From an optimization exercise on the open Yosys and OpenROAD flow, aimed at small area, a short achievable clock period and few clock cycles; shortcuts taken in it are not production practice.
In this exercise RTL edits were held to simulation tests only and were not proved equivalent to the original.
Power is estimated from default activity; no workload was simulated.

--- design/flow/design.v ---
module fbcore (
    input              clk,
    input              rst,             
    input              alloc_ok_mono,   
    input              alloc_ok_gray,
    input              cmd_valid,
    output reg         cmd_ready,
    input      [127:0] cmd,
    output reg         rsp_valid,
    output     [39:0]  rsp,             
    output reg         mem_en,
    output reg         mem_we,
    output reg         mem_gray,        
    output reg [17:0]  mem_addr,
    output reg [7:0]   mem_wdata,
    input      [7:0]   mem_rdata,
    output reg         pd_req,
    output reg         pd_commit,       
    output reg         pd_gray,         
    input              pd_done
);
    localparam [3:0] S_IDLE = 4'd0;    
    localparam [3:0] S_ACC  = 4'd1;    
    localparam [3:0] S_CLIP = 4'd2;    
    localparam [3:0] S_ROT  = 4'd3;    
    localparam [3:0] S_CALC = 4'd4;    
    localparam [3:0] S_RECT = 4'd5;    
    localparam [3:0] S_L1   = 4'd6;    
    localparam [3:0] S_L2   = 4'd7;    
    localparam [3:0] S_L3   = 4'd8;    
    localparam [3:0] S_LINE = 4'd9;    
    localparam [3:0] S_FIN  = 4'd10;   
    localparam [3:0] S_PD   = 4'd11;   
    reg [3:0]   state;
    reg [1:0]   rot;
    reg [31:0]  mode;
    reg         init_ok;
    reg         mmono, mgray;        
    wire [7:0]  opc   = cmd[127:120];
    wire [15:0] f3    = cmd[63:48];
    wire [15:0] f2    = cmd[47:32];
    wire [15:0] f1    = cmd[31:16];
    wire [15:0] f0    = cmd[15:0];
    wire [31:0] val   = cmd[31:0];
    wire op_pix   = (opc == 8'h01) | (opc == 8'h02);
    wire op_hline = (opc == 8'h03);
    wire op_vline = (opc == 8'h04);
    wire op_fill  = (opc == 8'h05);
    wire op_line  = (opc == 8'h06);
    wire op_rect  = op_pix | op_hline | op_vline | op_fill;
    reg  [1:0]  st;         
    reg  [1:0]  rsel;       
    reg         cnz;        
    reg  [2:0]  col;        
    wire [7:0]  pat = mgray ? {1'b0, col, 1'b0, col} : {8{cnz}};
    reg  [15:0] X, Y;       
    reg  [16:0] err;        
    reg  [16:0] dy;         
    reg  [15:0] dxy;        
    reg  [15:0] cnt;        
    reg  [17:0] waddr;      
    reg  [7:0]  macc;       
    reg         majX;       
    reg         sMaj, sMin; 
    reg         aval;       
    reg         steep, lswap, yneg;
    reg         first, dir; 
    wire [15:0] rdat = cnt;
    assign rsp = {6'd0, st, (rsel[1] ? mode : {16'd0, rsel[0] ? rdat : 16'd0})};
    reg         prd;        
    reg  [17:0] pa;         
    reg  [7:0]  rmask, pm;  
    wire        pipe_rdy = !prd;
    reg         push;
    reg  [7:0]  push_mask;
    wire        push_full = &push_mask;
    reg        opc_valid;
    reg [4:0]  zero_fields;    
    always @(*) begin
        opc_valid   = 1'b1;
        zero_fields = 5'b00000;
        case (opc)
            8'h01, 8'h02:                       zero_fields = 5'b01100;
            8'h03, 8'h04:                       zero_fields = 5'b01000;
            8'h05, 8'h06:                       zero_fields = 5'b00000;
            8'h07, 8'h08, 8'h11, 8'h14,
            8'h15, 8'h16, 8'h20:                zero_fields = 5'b11111;
            8'h10, 8'h12, 8'h13:                zero_fields = 5'b11100;
            default:                            opc_valid   = 1'b0;
        endcase
    end
    wire rsv_nonzero = (cmd[119:80] != 40'd0)
                     | (zero_fields[4] & (cmd[79:64] != 16'd0))
                     | (zero_fields[3] & (f3 != 16'd0))
                     | (zero_fields[2] & (f2 != 16'd0))
                     | (zero_fields[1] & (f1 != 16'd0))
                     | (zero_fields[0] & (f0 != 16'd0));
    wire [1:0]  d_st = !init_ok   ? 2'd3 :
                       !opc_valid ? 2'd1 :
                       rsv_nonzero ? 2'd2 : 2'd0;
    wire        draw_on = mmono | mgray;
    wire [15:0] lw = rot[0] ? 16'd600 : 16'd800;
    wire [15:0] lh = rot[0] ? 16'd800 : 16'd600;
    wire signed [16:0] sx = {f0[15], f0};
    wire signed [16:0] sy = {f1[15], f1};
    wire signed [16:0] sf2 = {f2[15], f2};
    wire signed [16:0] sf3 = {f3[15], f3};
    wire signed [16:0] rw = (op_pix | op_vline) ? 17'sd1 : sf2;
    wire signed [16:0] rh = op_fill ? sf3 : op_vline ? sf2 : 17'sd1;
    wire signed [16:0] xe = err;
    wire signed [16:0] ye = dy;
    wire ex = (rw <= 0) | (sx >= $signed({1'b0, lw})) | (xe <= 0);
    wire ey = (rh <= 0) | (sy >= $signed({1'b0, lh})) | (ye <= 0);
    wire [9:0] lxs = f0[15] ? 10'd0 : f0[9:0];
    wire [9:0] lys = f1[15] ? 10'd0 : f1[9:0];
    wire [9:0] lxe = (xe > $signed({1'b0, lw})) ? lw[9:0] - 10'd1 : xe[9:0] - 10'd1;
    wire [9:0] lye = (ye > $signed({1'b0, lh})) ? lh[9:0] - 10'd1 : ye[9:0] - 10'd1;
    wire [9:0] uxl = rot[0] ? X[9:0]   : cnt[9:0];
    wire [9:0] uxh = rot[0] ? Y[9:0]   : dxy[9:0];
    wire [9:0] uyl = rot[0] ? cnt[9:0] : X[9:0];
    wire [9:0] uyh = rot[0] ? dxy[9:0] : Y[9:0];
    wire       negx = rot[0] ^ rot[1];
    wire       negy = rot[1];
    wire [9:0] pxl = negx ? 10'd799 - uxh : uxl;
    wire [9:0] pxh = negx ? 10'd799 - uxl : uxh;
    wire [9:0] pyl = negy ? 10'd599 - uyh : uyl;
    wire [9:0] pyh = negy ? 10'd599 - uyl : uyh;
    wire [16:0] y100 = ({7'd0, Y[9:0]} << 6) + ({7'd0, Y[9:0]} << 5) + ({7'd0, Y[9:0]} << 2);
    wire [17:0] calc_addr = mgray ? ({y100, 2'b00} + {9'd0, X[9:1]})
                                  : ({1'b0, y100} + {11'd0, X[9:3]});
    wire [8:0] blo = mgray ? X[9:1]   : {2'b00, X[9:3]};
    wire [8:0] bhi = mgray ? cnt[9:1] : {2'b00, cnt[9:3]};
    wire [7:0] lomask = mgray ? (X[0] ? 8'h0f : 8'hff) : (8'hff >> X[2:0]);
    wire [7:0] himask = mgray ? (Y[0] ? 8'hff : 8'hf0) : ~(8'h7f >> Y[2:0]);
    wire       rlast  = (cnt[8:0] == 9'd0);
    wire       at_l   = dir ? rlast : first;
    wire       at_r   = dir ? first : rlast;
    wire [7:0] rmask_c = (at_l ? lomask : 8'hff) & (at_r ? himask : 8'hff);
    wire [17:0] stride = mgray ? 18'd400 : 18'd100;
    wire        inb   = (X < 16'd800) & (Y < 16'd600);
    wire [7:0]  pbit  = mgray ? (X[0] ? 8'h0f : 8'hf0) : (8'h80 >> X[2:0]);
    wire [7:0]  fm    = macc | (inb ? pbit : 8'h00);
    wire        llast = (cnt == 16'd0);
    wire [16:0] e1    = err - dy;
    wire [16:0] e2    = err + {1'b0, dxy};
    wire        minor = e1[16];
    wire        xneg  = majX ? sMaj : sMin;
    wire        yneg_p = majX ? sMin : sMaj;
    wire        xedge = xneg ? (mgray ? !X[0] : (X[2:0] == 3'd0))
                             : (mgray ?  X[0] : (X[2:0] == 3'd7));
    wire        xmov  = majX | minor;
    wire        ymov  = !majX | minor;
    wire        bc    = ymov | (xmov & xedge);
    wire        lpush = bc & (fm != 8'h00);
    wire [17:0] dX    = xneg ? 18'h3ffff : 18'd1;
    wire [17:0] dY    = yneg_p ? (18'd0 - stride) : stride;
    wire [17:0] a_nm  = waddr + (majX ? (xedge ? dX : 18'd0) : dY);
    wire [17:0] a_mn  = waddr + (xedge ? dX : 18'd0) + dY;
    wire [15:0] adx   = err[16] ? (16'd0 - err[15:0]) : err[15:0];
    wire [15:0] ady   = dy[16]  ? (16'd0 - dy[15:0])  : dy[15:0];
    wire        l_steep = dxy > cnt;                        
    wire        l_swap  = l_steep ? sMin : sMaj;            
    wire        l_dmneg = l_steep ? sMaj : sMin;            
    wire        l_dmpos = !l_dmneg & ((l_steep ? cnt : dxy) != 16'd0);
    wire [15:0] ls_x  = X;   
    wire [15:0] ls_y  = Y;
    reg  [15:0] ps_x, ps_y;
    always @(*) begin
        case (rot)
            2'd0: begin ps_x = ls_x;             ps_y = ls_y;             end
            2'd1: begin ps_x = 16'd799 - ls_y;   ps_y = ls_x;             end
            2'd2: begin ps_x = 16'd799 - ls_x;   ps_y = 16'd599 - ls_y;   end
            default: begin ps_x = ls_y;          ps_y = 16'd599 - ls_x;   end
        endcase
    end
    always @(*) begin
        push      = 1'b0;
        push_mask = rmask_c;
        if (state == S_RECT) begin
            push      = pipe_rdy;
            push_mask = rmask_c;
        end else if (state == S_LINE) begin
            push_mask = fm;
            if (aval & inb) begin
                if (llast) push = pipe_rdy & (fm != 8'h00);
                else       push = pipe_rdy & lpush;
            end
        end
    end
    always @(posedge clk) begin
        if (rst) begin
            state     <= S_IDLE;
            rot       <= 2'd0;
            mode      <= 32'hFFFF_FFFF;
            mmono     <= 1'b0;
            mgray     <= 1'b0;
            init_ok   <= alloc_ok_mono & alloc_ok_gray;
            cmd_ready <= 1'b0;
            rsp_valid <= 1'b0;
            pd_req    <= 1'b0;
            mem_en    <= 1'b0;
            prd       <= 1'b0;
        end else begin
            rsp_valid <= 1'b0;
            cmd_ready <= 1'b0;
            prd <= mem_en & !mem_we;
            pa  <= mem_addr;
            pm  <= rmask;
            if (prd) begin
                mem_en    <= 1'b1;
                mem_we    <= 1'b1;
                mem_addr  <= pa;
                mem_wdata <= (mem_rdata & ~pm) | (pat & pm);
            end else if (push) begin
                mem_en    <= 1'b1;
                mem_we    <= push_full;
                mem_addr  <= waddr;
                mem_wdata <= pat;
                rmask     <= push_mask;
            end else begin
                mem_en    <= 1'b0;
            end
            case (state)
                S_IDLE: begin
                    if (cmd_valid) begin
                        st    <= d_st;
                        rsel  <= 2'd0;
                        cnz   <= (cmd[79:64] != 16'd0);
                        col   <= cmd[66:64];
                        if (op_line) begin
                            err <= {f2[15], f2} - {f0[15], f0};
                            dy  <= {f3[15], f3} - {f1[15], f1};
                        end else begin
                            err <= sx + rw;
                            dy  <= sy + rh;
                        end
                        if (d_st == 2'd1) begin
                            rsel <= 2'd1;
                            cnt  <= {8'd0, opc};
                        end else if (d_st == 2'd0) begin
                            case (opc)
                                8'h11: begin rsel <= 2'd1; cnt <= {14'd0, rot}; end
                                8'h14: rsel <= 2'd2;
                                8'h15: begin rsel <= 2'd1; cnt <= lw; end
                                8'h16: begin rsel <= 2'd1; cnt <= lh; end
                                default: ;
                            endcase
                        end
                        if (d_st == 2'd0 && draw_on && op_rect) begin
                            state     <= S_CLIP;
                            cmd_ready <= 1'b1;
                        end else if (d_st == 2'd0 && draw_on && op_line) begin
                            state     <= S_L1;
                        end else begin
                            state     <= S_ACC;
                            cmd_ready <= 1'b1;
                        end
                    end
                end
                S_ACC: begin
                    state     <= S_IDLE;
                    rsp_valid <= 1'b1;
                    if (st == 2'd0) begin
                        case (opc)
                            8'h10: rot <= val[1:0];
                            8'h12: begin
                                mode  <= val;
                                mmono <= (val == 32'd1);
                                mgray <= (val == 32'd3);
                            end
                            8'h13: begin
                                if (val != mode) begin
                                    mode      <= val;
                                    mmono     <= (val == 32'd1);
                                    mgray     <= (val == 32'd3);
                                    pd_req    <= 1'b1;
                                    pd_commit <= 1'b0;
                                    pd_gray   <= (val != 32'd1);
                                    state     <= S_PD;
                                    rsp_valid <= 1'b0;
                                end
                            end
                            8'h20: begin
                                pd_req    <= 1'b1;
                                pd_commit <= 1'b1;
                                pd_gray   <= !mmono;
                                state     <= S_PD;
                                rsp_valid <= 1'b0;
                            end
                            default: ;
                        endcase
                    end
                end
                S_PD: begin
                    if (pd_done) begin
                        pd_req    <= 1'b0;
                        rsp_valid <= 1'b1;
                        state     <= S_IDLE;
                    end
                end
                S_CLIP: begin
                    mem_gray <= mgray;
                    if (ex | ey) begin
                        rsp_valid <= 1'b1;
                        state     <= S_IDLE;
                    end else begin
                        cnt[9:0] <= lxs;
                        dxy[9:0] <= lxe;
                        X[9:0]   <= lys;
                        Y[9:0]   <= lye;
                        state    <= S_ROT;
                    end
                end
                S_ROT: begin
                    X[9:0]   <= pxl;
                    cnt[9:0] <= pxh;
                    Y[9:0]   <= pyl;
                    dxy[9:0] <= pyh;
                    state    <= S_CALC;
                end
                S_CALC: begin
                    waddr      <= calc_addr;
                    cnt[8:0]   <= bhi - blo;
                    dy[8:0]    <= bhi - blo;
                    err[9:0]   <= dxy[9:0] - Y[9:0];
                    Y[2:0]     <= cnt[2:0];
                    first      <= 1'b1;
                    dir        <= 1'b0;
                    state      <= S_RECT;
                end
                S_RECT: begin
                    if (pipe_rdy) begin
                        if (rlast) begin
                            if (err[9:0] == 10'd0) begin
                                state <= S_FIN;
                            end else begin
                                err[9:0] <= err[9:0] - 10'd1;
                                cnt[8:0] <= dy[8:0];
                                dir      <= !dir;
                                first    <= 1'b1;
                                waddr    <= waddr + stride;
                            end
                        end else begin
                            cnt[8:0] <= cnt[8:0] - 9'd1;
                            first    <= 1'b0;
                            waddr    <= dir ? waddr - 18'd1 : waddr + 18'd1;
                        end
                    end
                end
                S_L1: begin
                    sMaj     <= err[16];     
                    sMin     <= dy[16];      
                    cnt      <= adx;
                    dxy      <= ady;
                    state    <= S_L2;
                    cmd_ready <= 1'b1;
                end
                S_L2: begin
                    mem_gray <= mgray;
                    steep    <= l_steep;
                    lswap    <= l_swap;
                    yneg     <= l_swap ? !l_dmneg : !l_dmpos;
                    cnt      <= l_steep ? dxy : cnt;
                    dy       <= {1'b0, l_steep ? cnt : dxy};
                    X        <= l_swap ? f2 : f0;
                    Y        <= l_swap ? f3 : f1;
                    state    <= S_L3;
                end
                S_L3: begin
                    dxy   <= cnt - dy[15:0];
                    err   <= {2'b00, cnt[15:1]};
                    X     <= ps_x;
                    Y     <= ps_y;
                    majX  <= steep ? rot[0] : !rot[0];
                    sMaj  <= steep ? (rot[0] ^ rot[1]) : rot[1];
                    sMin  <= yneg ^ (steep ? rot[1] : (rot[0] ^ rot[1]));
                    aval  <= 1'b0;
                    macc  <= 8'h00;
                    state <= S_LINE;
                end
                S_LINE: begin
                    if (!aval & inb) begin
                        waddr <= calc_addr;
                        aval  <= 1'b1;
                    end else if (aval & !inb) begin
                        state <= S_FIN;
                    end else if (llast) begin
                        if (push | (fm == 8'h00))
                            state <= S_FIN;
                    end else if (!lpush | pipe_rdy) begin
                        cnt  <= cnt - 16'd1;
                        err  <= minor ? e2 : e1;
                        macc <= bc ? 8'h00 : fm;
                        if (xmov) X <= xneg ? X - 16'd1 : X + 16'd1;
                        if (ymov) Y <= yneg_p ? Y - 16'd1 : Y + 16'd1;
                        if (aval) waddr <= minor ? a_mn : a_nm;
                    end
                end
                S_FIN: begin
                    if (!prd & !(mem_en & !mem_we)) begin
                        rsp_valid <= 1'b1;
                        state     <= S_IDLE;
                    end
                end
                default: state <= S_IDLE;
            endcase
        end
    end
endmodule
--- design/flow/run.sh ---
#!/bin/bash
# synth_recipe.tcl (not shown) runs the flow's synth.tcl, then flattens the netlist and writes it again
# the make line also repeats each setting of config.mk as NAME=value (left out here)
make -C /OpenROAD-flow-scripts/flow DESIGN_CONFIG=/design/flow/config.mk WORK_HOME=/design/flow/orfs CLKGATE_MAP_FILE= SYNTH_SCRIPT=/design/flow/synth_recipe.tcl finish
--- design/flow/config.mk ---
export PLATFORM = sky130hd
export DESIGN_NAME = fbcore
export DESIGN_NICKNAME = fbcore
export VERILOG_FILES = /design/flow/design.v
export SDC_FILE = /design/flow/constraint.sdc
export NUM_CORES = 4
export LEC_CHECK = 0
export CAP_MARGIN = 20
export CORE_MARGIN = 2
export CORE_UTILIZATION = 40
export SLEW_MARGIN = 20
--- design/flow/constraint.sdc ---
create_clock -name core_clock -period 12.0 [get_ports {clk}]
set_input_delay 2.4000 -clock core_clock [delete_from_list [all_inputs] [get_ports {clk}]]
set_output_delay 2.4000 -clock core_clock [all_outputs]
set_load 0.01 [all_outputs]
==> summary.txt <==
status - timing/DRC/antenna clean
Hold WS - 0.418 ns
1st-pass router iterations - 6
# hold bufs at CTS - 0
Final Cell Area - 34900 um2
Fmax - 0.135 GHz
largest net degree at the start of global routing - 62
reg2reg setup slack - 6.19 ns
GPL Wtd Cong - 1.03
Arr. time, crit path - 7.82 ns
CTS tree - built
Setup Skew - 0.0401 ns
PostCTS Resize Cnt - 0
Horiz. Die Dim - 280 um
vias in the first global route - 28.7k
Rel. slew slack - 27.7%
DIE AREA - 78300 um2
most common cell in the netlist - nand2_1
Place WS - 4.07 ns
Syn Area/Cell - 8.03 um2
R2R depth - 14
kind of critical path - primary input to flip-flop
crit path launch type - primary input
WHS Path Cells - 0
number of fill cells in the layout - 7539
synth unique cells - 92
top post-synthesis cells by count - nand2_1 (395), nor2_1 (312), a21oi_1 (310)
ys async rst share - 0%
Final Cycle Share - 61.8%
worst-skew pair later-pin latency - 0.59 ns
cells after synthesis - 3792
I/O Buffers - 209
Tightest Pin Transition - 1.08 ns
routed vias - 31.2k
gr usage total - 32.7%
crit end category - flip-flop
Post-Route WL - 132000 um
Synth-to-Final Area Change - 14.6%
dpl cell area - 33700 um2
root buffer cell - clkbuf_16
VDD IR max - 0.000102 V
CTS max path bufs - 3
Avg WL per Cell - 26.8 um
antenna violations before repair - 5
Rows - 101
Via-to-Cell Ratio - 6.32
synth warn - 1
post-DP HPWL - 101000 um
crit path max fanout - 17
PwrDens - 141 nW/um2
first-pass GRT wire length - 192000 um
IO Count - 216
DRC viols - 0
die height - 280 um
Core Area - 75700 um2
Design Power - 4.91 mW
Final setup viols - 0
Post-CTS Setup Bufs - 0
fin. max-slew vios - 0
Finished Layout Cells - 4939
maxcap violations - 0
crit path time final - 7.42 ns
Worst-path clk slew - 0.06 ns
setup ws final - 4.58 ns
dominant cells by area after synthesis - edfxtp_1 (20%), ha_1 (12%), xnor2_1 (5.7%)
Fin. Hold Viols - 0
post-layout util - 46.1%
share of layout cells above drive strength 1 - 5.78%
Leak - 13.5 nW
Starting Density - 40.2%
share of the synthesized area in the top cell type - 20.2%
Synth area leader - edfxtp_1
antenna-violating nets left - 0
clk sink count - 250
sequential area share after synthesis - 23.2%
Post-synth EDFFs - 205
dpl cells - 4874
Yosys reg bits - 250
unrepaired setup endpoints after global routing - false
ys flop type - edfxtp_1
GRT overflow - 0
total CTS buffers - 35
HP Class - flip-flop to flip-flop
initial DRC count - 3518
Netlist Area Pre-Place - 30400 um2
H-tree levels - 2
Worst EP required - 12.40 ns
Nets - 4410
final setup TNS - 0 ns
per-layer routing:
layer	track usage, %	vias to the layer above	part of all wire [%]	wire [um]
li1	-	14300	-	-
met1	43.4	14700	41	53700
met2	50.0	1735	43	56800
met3	6.85	391	10	13900
met4	17.1	4	5.9	7750
met5	0	-	0.017	22
power breakdown:
part	internal [mW]	total, mW	switching (mW)
clock	0.598	1.05	0.456
sequential	1.09	1.30	0.209
combinational	0.986	2.56	1.58
total	2.67	4.91	2.24
state kept, by name (all words and copies together) (netlist names), 16 cells and up:
signal and cells:
mode 32, mem_addr 18, pa 18, waddr 18, dy 17, err 17, X 16, Y 16
cnt 16, dxy 16
cells by family after synthesis:
kind of cell / after synthesis / synth area share (%)
adders and majority gates: 335 / 14.7
and+or+nand+nor: 1203 / 18.6
buffers and inverters: 382 / 4.82
muxes: 118 / 4.26
xor gates and xnor gates: 322 / 9.29
DFF: 250 / 23.2
AOI/OAI and AO/OA: 1181 / 25.2
other: 1 / 0.0123
path summary, 6_finish.rpt:
check,start,to
hold reg to reg,rmask[5]$_DFFE_PP_,pm[5]$_DFFE_PN_
setup reg to reg,dy[0]$_DFFE_PP_,cnt[15]$_DFFE_PP_
hold / removal,rmask[5]$_DFFE_PP_,pm[5]$_DFFE_PN_
setup / recovery,cmd[120],err[16]$_DFFE_PP_
critical path, stage by stage:
cell,delay (ns)
clkdlybuf4s50_1,0.53
inv_1,0.16
ha_1,0.64
inv_1,0.32
nand2_1,0.17
nand4_1,0.52
and2_1,0.40
ha_1,0.33
a2111oi_0,0.65
a211oi_1,0.17
a211o_1,0.33
a31oi_1,0.24
o21ai_0,0.18
a2111oi_0,0.47
o22ai_1,0.14
o21ai_0,0.16
area by class of cell:
cell class / count / area [um2] / area share, %
Multi-Input combinational cell: 3165 / 22000 / 63.2
Sequential cell: 250 / 7060 / 20.2
Timing Repair Buffer: 293 / 2720 / 7.81
Tap cell: 978 / 1220 / 3.51
Clock buffer: 42 / 923 / 2.65
Inverter: 188 / 706 / 2.02
Clock inverter: 22 / 191 / 0.549
Antenna cell: 1 / 2.50 / 0.00717
layout by cell type (no fill, tap or decap), types with 40 or more instances in the layout:
cell               n
nand2_1          395
a21oi_1          308
nor2_1           308
ha_1             298
o21ai_0          285
clkdlybuf4s50_1  209
edfxtp_1         205
xnor2_1          198
inv_1            186
xor2_1           122
nor3_1            98
buf_4             84
mux2i_1           82
o211ai_1          69
nor4_1            61
nand3_1           60
a211oi_1          60
a21o_1            59
a31oi_1           47
nor2b_1           44
nand2b_1          41
dfxtp_1           41
nand4_1           40
and2_1            40
Testbench counts, summed over its fixed seeds: cycles 619,815.

==> re-timing with driven ports <==
No port has a modelled driver above. Below, the same layout with a new extraction and two added sets of constraints.
Step 1 assumes that a clkbuf_16 drives the clock port and a buf_2 every other input.
Step 2, shift: input delay + t, output delay - t, t = (earliest + latest rising clock arrival at the registers) / 2. This alone moves slack from input paths to output paths.
Slacks: no drivers / after step 1 / after step 2; pairs: no drivers / after step 1.
t, ns: 0.642
setup slack, ns: 4.584 / 4.635 / 3.993
cell pins on the clock port's net: 1
After both steps this run still meets setup and hold. For this run, drivers alone change the setup slack by +0.051 ns; drivers and shift together by -0.591 ns.
